Source: an optimization exercise on an open RTL-to-GDS flow (aim: small area). Production flows keep margins and buffers that such runs may drop. Function was checked by simulation only, so behaviour that the tests miss may differ from the original. Power and IR drop assume default switching activity.

[flow/run.sh]
#!/bin/bash
# synth_recipe.tcl (not shown) runs the flow's synth.tcl, then flattens the netlist and writes it again
# the make line also repeats each setting of config.mk as NAME=value (left out here)
make -C /OpenROAD-flow-scripts/flow DESIGN_CONFIG=/design/flow/config.mk WORK_HOME=/design/flow/orfs CLKGATE_MAP_FILE= SYNTH_SCRIPT=/design/flow/synth_recipe.tcl finish
[flow/config.mk]
export PLATFORM = sky130hd
export DESIGN_NAME = raster2d
export DESIGN_NICKNAME = raster2d
export VERILOG_FILES = /design/flow/design.v
export SDC_FILE = /design/flow/constraint.sdc
export NUM_CORES = 4
export LEC_CHECK = 0
export CAP_MARGIN = 20
export CORE_MARGIN = 2
export CORE_UTILIZATION = 40
export SLEW_MARGIN = 20
[flow/constraint.sdc]
create_clock -name core_clock -period 20.0 [get_ports {clk}]
set_input_delay 4.0000 -clock core_clock [delete_from_list [all_inputs] [get_ports {clk}]]
set_output_delay 4.0000 -clock core_clock [all_outputs]
set_load 0.01 [all_outputs]
[flow/design.v]
module raster2d (
    input  wire        clk,
    input  wire        rst,
    input  wire        host_valid,
    output wire        host_ready,
    input  wire [4:0]  host_slot,      
    input  wire [3:0]  host_be,        
    input  wire [31:0] host_data,
    input  wire [15:0] cfg_base,
    input  wire [15:0] cfg_pitch,
    output reg         mem_req,
    output reg         mem_we,
    output reg  [15:0] mem_addr,
    output reg  [7:0]  mem_wdata,
    input  wire        mem_ready,
    input  wire [7:0]  mem_rdata,
    output wire        idle
);
    localparam QDEPTH = 4;
    reg [40:0] q_mem [0:QDEPTH-1];
    reg [1:0]  q_rd, q_wr;
    reg [2:0]  q_cnt;
    wire       q_push = host_valid && host_ready;
    wire       q_pop;
    wire [40:0] q_head = q_mem[q_rd];
    assign host_ready = (q_cnt != QDEPTH);
    always @(posedge clk) begin
        if (q_push)
            q_mem[q_wr] <= {host_slot, host_be, host_data};
    end
    always @(posedge clk) begin
        if (rst) begin
            q_rd  <= 2'd0;
            q_wr  <= 2'd0;
            q_cnt <= 3'd0;
        end else begin
            if (q_push) q_wr <= q_wr + 2'd1;
            if (q_pop)  q_rd <= q_rd + 2'd1;
            q_cnt <= q_cnt + (q_push ? 3'd1 : 3'd0) - (q_pop ? 3'd1 : 3'd0);
        end
    end
    reg [15:0] cur_x, cur_y, dest_x, dest_y, err_term, maj_cnt, cmd;
    reg [7:0]  bkgd_color, frgd_color, wrt_mask, rd_mask, color_cmp;
    reg [7:0]  bkgd_mix, frgd_mix;
    reg [11:0] mf_height;                        
    reg [11:0] clip_t, clip_l, clip_b, clip_r;   
    reg [1:0]  mixsel;                           
    reg        cmp_en, cmp_ne;                   
    reg [7:0]  mf_latch_lo;                      
    localparam S_IDLE     = 3'd0;
    localparam S_START    = 3'd1;
    localparam S_RD_SRC   = 3'd2;
    localparam S_WAIT_SRC = 3'd3;
    localparam S_RD_DST   = 3'd4;
    localparam S_WAIT_DST = 3'd5;
    localparam S_WRITE    = 3'd6;
    localparam T_LINE   = 3'd1;
    localparam T_RECT   = 3'd2;
    localparam T_BITBLT = 3'd6;
    localparam T_PATF   = 3'd7;
    reg [2:0]  state;
    reg [15:0] pix_i;      
    reg [11:0] pix_j;      
    reg [15:0] ln_x, ln_y;
    reg [33:0] ln_e;
    reg [7:0]  sv, dv;     
    assign q_pop = (state == S_IDLE) && (q_cnt != 3'd0);
    assign idle  = (state == S_IDLE) && (q_cnt == 3'd0);
    wire [2:0] ctype  = cmd[15:13];
    wire       pcdata = cmd[8];
    wire       ypos   = cmd[7];
    wire       ymaj   = cmd[6];
    wire       xpos   = cmd[5];
    wire       radial = cmd[3];
    wire [15:0] off_i = xpos ? pix_i : (16'd0 - pix_i);
    wire [15:0] off_j = ypos ? {4'd0, pix_j} : (16'd0 - {4'd0, pix_j});
    reg [15:0] dst_x, dst_y, src_x, src_y;
    always @(*) begin
        case (ctype)
            T_LINE: begin
                dst_x = ln_x;            dst_y = ln_y;
                src_x = ln_x;            src_y = ln_y;
            end
            T_BITBLT: begin
                dst_x = dest_x + off_i;  dst_y = dest_y + off_j;
                src_x = cur_x + off_i;   src_y = cur_y + off_j;
            end
            T_PATF: begin
                dst_x = dest_x + off_i;  dst_y = dest_y + off_j;
                src_x = cur_x + {13'd0, off_i[2:0]};
                src_y = cur_y + {13'd0, off_j[2:0]};
            end
            default: begin  
                dst_x = cur_x + off_i;   dst_y = cur_y + off_j;
                src_x = cur_x + off_i;   src_y = cur_y + off_j;
            end
        endcase
    end
    wire        use_src = (state == S_RD_SRC);
    wire [15:0] a_x = use_src ? src_x : dst_x;
    wire [15:0] a_y = use_src ? src_y : dst_y;
    wire [15:0] pix_addr = cfg_base + a_y * cfg_pitch + a_x;
    function [7:0] rop;
        input [3:0] mode;
        input [7:0] d;
        input [7:0] s;
        begin
            case (mode)
                4'd0:  rop = ~d;
                4'd1:  rop = 8'h00;
                4'd2:  rop = 8'hFF;
                4'd3:  rop = d;
                4'd4:  rop = ~s;
                4'd5:  rop = s ^ d;
                4'd6:  rop = ~(s ^ d);
                4'd7:  rop = s;
                4'd8:  rop = ~s | ~d;
                4'd9:  rop = d | ~s;
                4'd10: rop = ~d | s;
                4'd11: rop = s | d;
                4'd12: rop = s & d;
                4'd13: rop = s & ~d;
                4'd14: rop = ~s & d;
                default: rop = ~s & ~d;
            endcase
        end
    endfunction
    wire       fg      = (mixsel == 2'd3) ? ((sv & rd_mask) != 8'd0) : 1'b1;
    wire [7:0] mix     = fg ? frgd_mix : bkgd_mix;
    reg  [7:0] s_val;
    always @(*) begin
        case (mix[6:5])
            2'd0:    s_val = bkgd_color;
            2'd1:    s_val = frgd_color;
            2'd2:    s_val = 8'h00;       
            default: s_val = sv;
        endcase
    end
    wire [7:0] mixed   = (rop(mix[3:0], dv, s_val) & wrt_mask) | (dv & ~wrt_mask);
    wire       cmp_eq  = ((s_val ^ color_cmp) & rd_mask) == 8'd0;
    wire       skip    = cmp_en && (cmp_ne ? !cmp_eq : cmp_eq);
    wire       in_clip = !dst_x[15] && !dst_y[15] &&
                         ({4'd0, clip_l} <= dst_x) && (dst_x <= {4'd0, clip_r}) &&
                         ({4'd0, clip_t} <= dst_y) && (dst_y <= {4'd0, clip_b});
    wire       do_write = !skip && in_clip;
    wire [15:0] sx_step = xpos ? 16'd1 : 16'hFFFF;
    wire [15:0] sy_step = ypos ? 16'd1 : 16'hFFFF;
    wire [33:0] e_acc   = ln_e + {{18{dest_y[15]}}, dest_y};
    wire        e_ge    = $signed(e_acc) >= $signed({18'd0, maj_cnt});
    reg  [15:0] ln_x_nx, ln_y_nx;
    reg  [33:0] ln_e_nx;
    always @(*) begin
        ln_e_nx = e_acc;
        if (radial) begin
            case (cmd[7:5])
                3'd0: begin ln_x_nx = ln_x + 16'd1; ln_y_nx = ln_y;          end
                3'd1: begin ln_x_nx = ln_x + 16'd1; ln_y_nx = ln_y - 16'd1;  end
                3'd2: begin ln_x_nx = ln_x;         ln_y_nx = ln_y - 16'd1;  end
                3'd3: begin ln_x_nx = ln_x - 16'd1; ln_y_nx = ln_y - 16'd1;  end
                3'd4: begin ln_x_nx = ln_x - 16'd1; ln_y_nx = ln_y;          end
                3'd5: begin ln_x_nx = ln_x - 16'd1; ln_y_nx = ln_y + 16'd1;  end
                3'd6: begin ln_x_nx = ln_x;         ln_y_nx = ln_y + 16'd1;  end
                default: begin ln_x_nx = ln_x + 16'd1; ln_y_nx = ln_y + 16'd1; end
            endcase
        end else begin
            ln_x_nx = ln_x;
            ln_y_nx = ln_y;
            if (ymaj) ln_y_nx = ln_y + sy_step;
            else      ln_x_nx = ln_x + sx_step;
            if (e_ge) begin
                ln_e_nx = e_acc - {18'd0, maj_cnt};
                if (ymaj) ln_x_nx = ln_x + sx_step;
                else      ln_y_nx = ln_y + sy_step;
            end
        end
    end
    wire last_col = (pix_i == maj_cnt - 16'd1);
    wire last_row = (pix_j == mf_height - 12'd1);
    wire line_end = (pix_i == maj_cnt);
    wire [15:0] rows_h = ypos ? {4'd0, mf_height} : (16'd0 - {4'd0, mf_height});
    always @(*) begin
        mem_req   = 1'b0;
        mem_we    = 1'b0;
        mem_addr  = pix_addr;
        mem_wdata = mixed;
        case (state)
            S_RD_SRC: mem_req = 1'b1;
            S_RD_DST: mem_req = 1'b1;
            S_WRITE: begin
                mem_req = do_write;
                mem_we  = do_write;
            end
            default: ;
        endcase
    end
    wire [4:0]  e_slot = q_head[40:36];
    wire [3:0]  e_be   = q_head[35:32];
    wire [31:0] e_data = q_head[31:0];
    always @(posedge clk) begin
        if (rst) begin
            cur_x <= 16'd0; cur_y <= 16'd0; dest_x <= 16'd0; dest_y <= 16'd0;
            err_term <= 16'd0; maj_cnt <= 16'd0; cmd <= 16'd0;
            bkgd_color <= 8'd0; frgd_color <= 8'd0; wrt_mask <= 8'd0;
            rd_mask <= 8'd0; color_cmp <= 8'd0; bkgd_mix <= 8'd0; frgd_mix <= 8'd0;
            mf_height <= 12'd0; clip_t <= 12'd0; clip_l <= 12'd0;
            clip_b <= 12'd0; clip_r <= 12'd0; mixsel <= 2'd0;
            cmp_en <= 1'b0; cmp_ne <= 1'b0; mf_latch_lo <= 8'd0;
            state <= S_IDLE;
            pix_i <= 16'd0; pix_j <= 12'd0;
            ln_x <= 16'd0; ln_y <= 16'd0; ln_e <= 34'd0;
            sv <= 8'd0; dv <= 8'd0;
        end else begin
            case (state)
                S_IDLE: if (q_cnt != 3'd0) begin
                    case (e_slot)
                        5'd0: begin
                            if (e_be[0]) cur_x[7:0]  <= e_data[7:0];
                            if (e_be[1]) cur_x[15:8] <= e_data[15:8];
                        end
                        5'd1: begin
                            if (e_be[0]) cur_y[7:0]  <= e_data[7:0];
                            if (e_be[1]) cur_y[15:8] <= e_data[15:8];
                        end
                        5'd2: begin
                            if (e_be[0]) dest_x[7:0]  <= e_data[7:0];
                            if (e_be[1]) dest_x[15:8] <= e_data[15:8];
                        end
                        5'd3: begin
                            if (e_be[0]) dest_y[7:0]  <= e_data[7:0];
                            if (e_be[1]) dest_y[15:8] <= e_data[15:8];
                        end
                        5'd4: begin
                            if (e_be[0]) err_term[7:0]  <= e_data[7:0];
                            if (e_be[1]) err_term[15:8] <= e_data[15:8];
                        end
                        5'd5: begin
                            if (e_be[0]) maj_cnt[7:0]  <= e_data[7:0];
                            if (e_be[1]) maj_cnt[15:8] <= e_data[15:8];
                        end
                        5'd6: begin
                            if (e_be[0]) cmd[7:0]  <= e_data[7:0];
                            if (e_be[1]) begin
                                cmd[15:8] <= e_data[15:8];
                                state <= S_START;    
                            end
                        end
                        5'd8:  if (e_be[0]) bkgd_color <= e_data[7:0];
                        5'd9:  if (e_be[0]) frgd_color <= e_data[7:0];
                        5'd10: if (e_be[0]) wrt_mask   <= e_data[7:0];
                        5'd11: if (e_be[0]) rd_mask    <= e_data[7:0];
                        5'd12: if (e_be[0]) color_cmp  <= e_data[7:0];
                        5'd13: if (e_be[0]) bkgd_mix   <= e_data[7:0];
                        5'd14: if (e_be[0]) frgd_mix   <= e_data[7:0];
                        5'd15: begin
                            if (e_be[0]) mf_latch_lo <= e_data[7:0];
                            if (e_be[1]) begin
                                case (e_data[15:12])
                                    4'h0: mf_height <= {e_data[11:8], e_be[0] ? e_data[7:0] : mf_latch_lo};
                                    4'h1: clip_t    <= {e_data[11:8], e_be[0] ? e_data[7:0] : mf_latch_lo};
                                    4'h2: clip_l    <= {e_data[11:8], e_be[0] ? e_data[7:0] : mf_latch_lo};
                                    4'h3: clip_b    <= {e_data[11:8], e_be[0] ? e_data[7:0] : mf_latch_lo};
                                    4'h4: clip_r    <= {e_data[11:8], e_be[0] ? e_data[7:0] : mf_latch_lo};
                                    4'hA: mixsel    <= e_be[0] ? e_data[7:6] : mf_latch_lo[7:6];
                                    4'hE: begin
                                        cmp_en <= e_data[8];
                                        cmp_ne <= e_be[0] ? e_data[7] : mf_latch_lo[7];
                                    end
                                    default: ;
                                endcase
                            end
                        end
                        default: ;
                    endcase
                end
                S_START: begin
                    pix_i <= 16'd0;
                    pix_j <= 12'd0;
                    ln_x  <= cur_x;
                    ln_y  <= cur_y;
                    ln_e  <= {{18{err_term[15]}}, err_term};
                    state <= S_IDLE;
                    if (!pcdata) begin
                        case (ctype)
                            T_LINE:
                                if (maj_cnt != 16'd0) state <= S_RD_SRC;
                            T_RECT, T_BITBLT, T_PATF:
                                if (maj_cnt != 16'd0 && mf_height != 12'd0) state <= S_RD_SRC;
                            default: ;
                        endcase
                    end
                end
                S_RD_SRC:   if (mem_ready) state <= S_WAIT_SRC;
                S_WAIT_SRC: begin sv <= mem_rdata; state <= S_RD_DST; end
                S_RD_DST:   if (mem_ready) state <= S_WAIT_DST;
                S_WAIT_DST: begin dv <= mem_rdata; state <= S_WRITE; end
                S_WRITE: if (!do_write || mem_ready) begin
                    state <= S_RD_SRC;
                    if (ctype == T_LINE) begin
                        ln_x  <= ln_x_nx;
                        ln_y  <= ln_y_nx;
                        ln_e  <= ln_e_nx;
                        pix_i <= pix_i + 16'd1;
                        if (line_end) begin
                            cur_x <= ln_x_nx;
                            cur_y <= ln_y_nx;
                            if (!radial) err_term <= ln_e_nx[15:0];
                            state <= S_IDLE;
                        end
                    end else if (last_col) begin
                        pix_i <= 16'd0;
                        pix_j <= pix_j + 12'd1;
                        if (last_row) begin
                            cur_y <= cur_y + rows_h;
                            if (ctype != T_RECT) dest_y <= dest_y + rows_h;
                            state <= S_IDLE;
                        end
                    end else begin
                        pix_i <= pix_i + 16'd1;
                    end
                end
                default: state <= S_IDLE;
            endcase
        end
    end
endmodule
==> notes.md <==
-- layout make-up --
class | instances | area (sq um) | share of cell area, %
Tap cell | 1276 | 1600 | 3.71
Inverter | 312 | 1170 | 2.72
Clock inverter | 26 | 354 | 0.824
Sequential cell | 442 | 9770 | 22.7
Multi-Input combinational cell | 3754 | 27300 | 63.5
Clock buffer | 70 | 1450 | 3.37
Timing Repair Buffer | 149 | 1360 | 3.16
-- critical path: cells and delay by family (launching register included) --
family / cells / cell delay, ns
xor gates and xnor gates: 12 / 2.49
and+or+nand+nor: 1 / 0.19
buffers and inverters: 5 / 1.05
adders and majority gates: 8 / 3.64
DFF: 1 / 0.58
AOI/OAI and AO/OA: 6 / 2.58
muxes: 1 / 0.34
-- state kept, by name, indices dropped and copies added, names as in the netlist, 16 cells and up, named ones only --
register / flops
cur_x: 16
cur_y: 16
dest_x: 16
dest_y: 16
err_term: 16
ln_e: 34
ln_x: 16
ln_y: 16
maj_cnt: 16
pix_i: 16
q_mem: 92
-- worst max-delay path by stage --
| stage | slack [ns] | start | cells past startpoint | to |
|---|---|---|---|---|
| floorplan | 6.61 | cfg_pitch[1] | 20 | mem_addr[15] |
| global placement | 4.83 | cfg_pitch[1] | 21 | mem_addr[15] |
| detailed placement | 4.89 | cfg_pitch[1] | 21 | mem_addr[15] |
| CTS | 4.50 | pix_j[0] | 33 | mem_addr[15] |
| global route | 3.97 | pix_j[0] | 33 | mem_addr[15] |
| finish | 4.51 | pix_j[0] | 33 | mem_addr[15] |
-- stage by stage --
stage	instance area [sq um]	power (mW)	cells	utilization (%)	setup slack, ns
global placement	41200	3.19	5933	42.6	4.83
global route	43000	4.48	6029	44.4	3.97
finish	43000	4.22	6029	44.4	4.51
CTS	43000	4.22	6029	44.4	4.50
floorplan	39100	2.41	4733	-	6.61
detailed placement	41200	3.20	5933	42.6	4.89
-- cells in the mapped netlist, types with 22 or more instances --
cell	count	area, sq um
a21oi_1	345	1730
o211ai_1	51	383
o21ai_0	179	896
o21a_1	34	255
nand2b_1	28	175
nor4_1	25	156
a311oi_1	29	254
nor2b_1	29	181
or2_2	24	150
mux4_2	23	518
nand4_1	46	288
a211oi_1	64	480
fa_1	121	2420
nand2_1	433	1630
nand3_1	102	510
o21bai_1	33	248
a221oi_1	23	201
xnor2_1	228	2000
clkbuf_1	194	728
nor3_1	94	470
edfxtp_1	92	2760
or3_1	32	200
mux2i_1	184	1840
dfxtp_1	350	7010
xor2_1	132	1160
mux2_2	30	338
and3_1	61	382
and2_1	111	694
nor2_1	531	1990
a21o_1	80	601
o2111ai_1	22	193
ha_1	314	3930
inv_1	309	1160
a31oi_1	28	175
-- layer usage --
| layer | global-route usage [%] | share of wire (%) | wire, microns | vias up |
|---|---|---|---|---|
| met1 | 35.7 | 45 | 59100 | 16900 |
| met2 | 41.1 | 45 | 58700 | 1190 |
| li1 | - | - | - | 16800 |
| met4 | 8.16 | 3.4 | 4480 | 0 |
| met5 | 0 | 0 | 0 | - |
| met3 | 4.01 | 7.0 | 9200 | 223 |
-- cell families (layout without fill, tap and decap cells) --
| family | Yosys count | in the layout |
|---|---|---|
| AO/OA/AOI/OAI | 1137 | 1137 |
| XOR/XNOR | 362 | 362 |
| adder cells (fa/ha/maj) | 435 | 435 |
| buffers and inverters | 537 | 557 |
| flip-flops | 442 | 442 |
| multiplexers | 237 | 237 |
| AND/OR/NAND/NOR | 1583 | 1583 |
-- power by group through the flow --
stage / Sequential, mW / Clock (mW) / Combinational [mW]
final: 1.01 / 1.01 / 2.20
after global routing: 1.01 / 1.07 / 2.40
after CTS: 1.01 / 1.03 / 2.19
after detailed placement: 1.02 / 0 / 2.18
after global placement: 1.02 / 0 / 2.16
after floorplan: 1.01 / 0 / 1.40
==> flow_summary.toml <==
[floorplan]
io_pins = 113
core_area_sq_um = 96700
rows = 114
die_y_microns = 317
dieArea_sq_um = 100000
die-width_microns = 317
start_util_pct = 40.4

[worst_hold_path]
hold_end = "clip_b[3]"
hold_start = "clip_b[3]"
holdCritPathClass = "flop to flop"
min_path_cells = 2

[placed_design]
place_hpwl_microns = 99800
portBuffers = 94
finalWeightedCongestion = 0.966

[cts]
clock_sinks = 442
hold_buffers = 0
clk_path_buf_depth = 3
cts_resized = 0
clockRootBuffer = "clkbuf_16"
cts_buffers = 52
path_clk_slew_ns = 0.07
post_cts_buffers = 0
insertion_delay_ns = 0.62
htreeDepth = 2
cts_tree = "done"

[power_and_ir_drop]
p_switching_mw = 1.78
switching_share_pct = 42.2
leakage_nw = 18.0
ir_drop_v = 0.0000807
p_int_mw = 2.44
seq_power_share_pct = 23.9
power_density_nw_per_um2 = 98.2
clkPwrFrac_pct = 24.0
power_frac_comb_pct = 52.1

[synth]
synth_edf_count = 92
synthesis.area_sq_um = 39100
synth_cells = 4733
synthMuxAreaShare_pct = 6.90
yosysSeqAreaShare_pct = 25.0
yosys.area_share.simple_pct = 18.9
synth_top_family_by_area = "compound AO/OA/AOI/OAI gates"
ys.flop_type = "dfxtp_1"
syn-num-nets = 5253
yosysWarnings = 1
synth.distinct_cells = 94
syn_area_per_cell_sq_um = 8.26
synth_compound_area_share_pct = 19.5
synth_xor_area_share_pct = 8.18
synth-adder-area-share_pct = 16.2
async_reset_ff_share_pct = 0
synth.ff_latch_count = 442

[setup_path]
startpoint_type = "flop"
timing.critical_path.required_ns = 16.00
cp_common_cell = "xnor2_1"
reg2regPathDepth = 26
timing.rr.start = "pix_i[0]"
criticalPathCategory = "flop to primary output"
r2r-end = "ln_x[3]"
critPathMaxStageDelay_ns = 0.84
critPathMaxFanout = 10
crit_arrival_ns = 11.49
cp_slowest_cell = "a21oi_1"
end_kind = "primary output"
rrSetupSlack_ns = 10.47

[sta]
slew_headroom_pct = 21.3
fin_crit_ns = 15.49
fmax_ghz = 0.0646
timing.hold.ws_ns = 0.453
rsz0062_at_grt = "false"
fin_skew_ns = 0.0166
tightestPinTransition_ns = 1.15
setup_viol = 0
drv_slew = 0
fin_crit_sh_pct = 77.5
finalSetupTns_ns = 0
finalHoldViolations = 0

[cells_and_area]
fin_nets = 5231
layout_common_cells = "nor2_1 (529), nand2_1 (433), dfxtp_1 (349)"
nFillCells = 9693
area_delta_synth_final_pct = 9.98
final_common_cell = "nor2_1"
drive_gt1_share_pct = 5.43
diodes = 0

[drt]
drt-total-wl_microns = 131000
first_pass_iters = 6
detail-route-antenna-nets = 0
drtIter0Drc = 3044
drc_errors = 0
vias_per_cell = 5.84
wl_per_cell_microns = 21.8
via_count = 35200

[global_route]
antenna_found_initial = 1
grt_pass1_vias = 33200
grtUsageTotal_pct = 25.8
grt_pass1_wl_microns = 201000
grt_max_degree = 90
gr-total-overflow = 0

[status]
status = "no timing/DRC/antenna violations"

[flow_run]
maxCapViolCount = 0

what the ideal ports hide:
In the flow no input, the clock included, has a driving cell. The finished layout below was timed again as built, in two steps. Step 1, drivers: a clkbuf_16 drives clk and a buf_2 each remaining input, both assumed. Step 2 also shifts input and output timing later by t, the mid clock arrival at the registers, as if the neighbouring blocks saw the same clock. a / b / c = no drivers / after step 1 / after step 2; a / b = the first two.
shift t [ns]: 0.674
setup slack, ns: 4.509 / 4.445 / 4.877
cell pins on the clock port's net: 1
After both steps this run still meets setup and hold. The setup slack of this run moves by -0.064 ns with the drivers and by +0.368 ns with both steps.
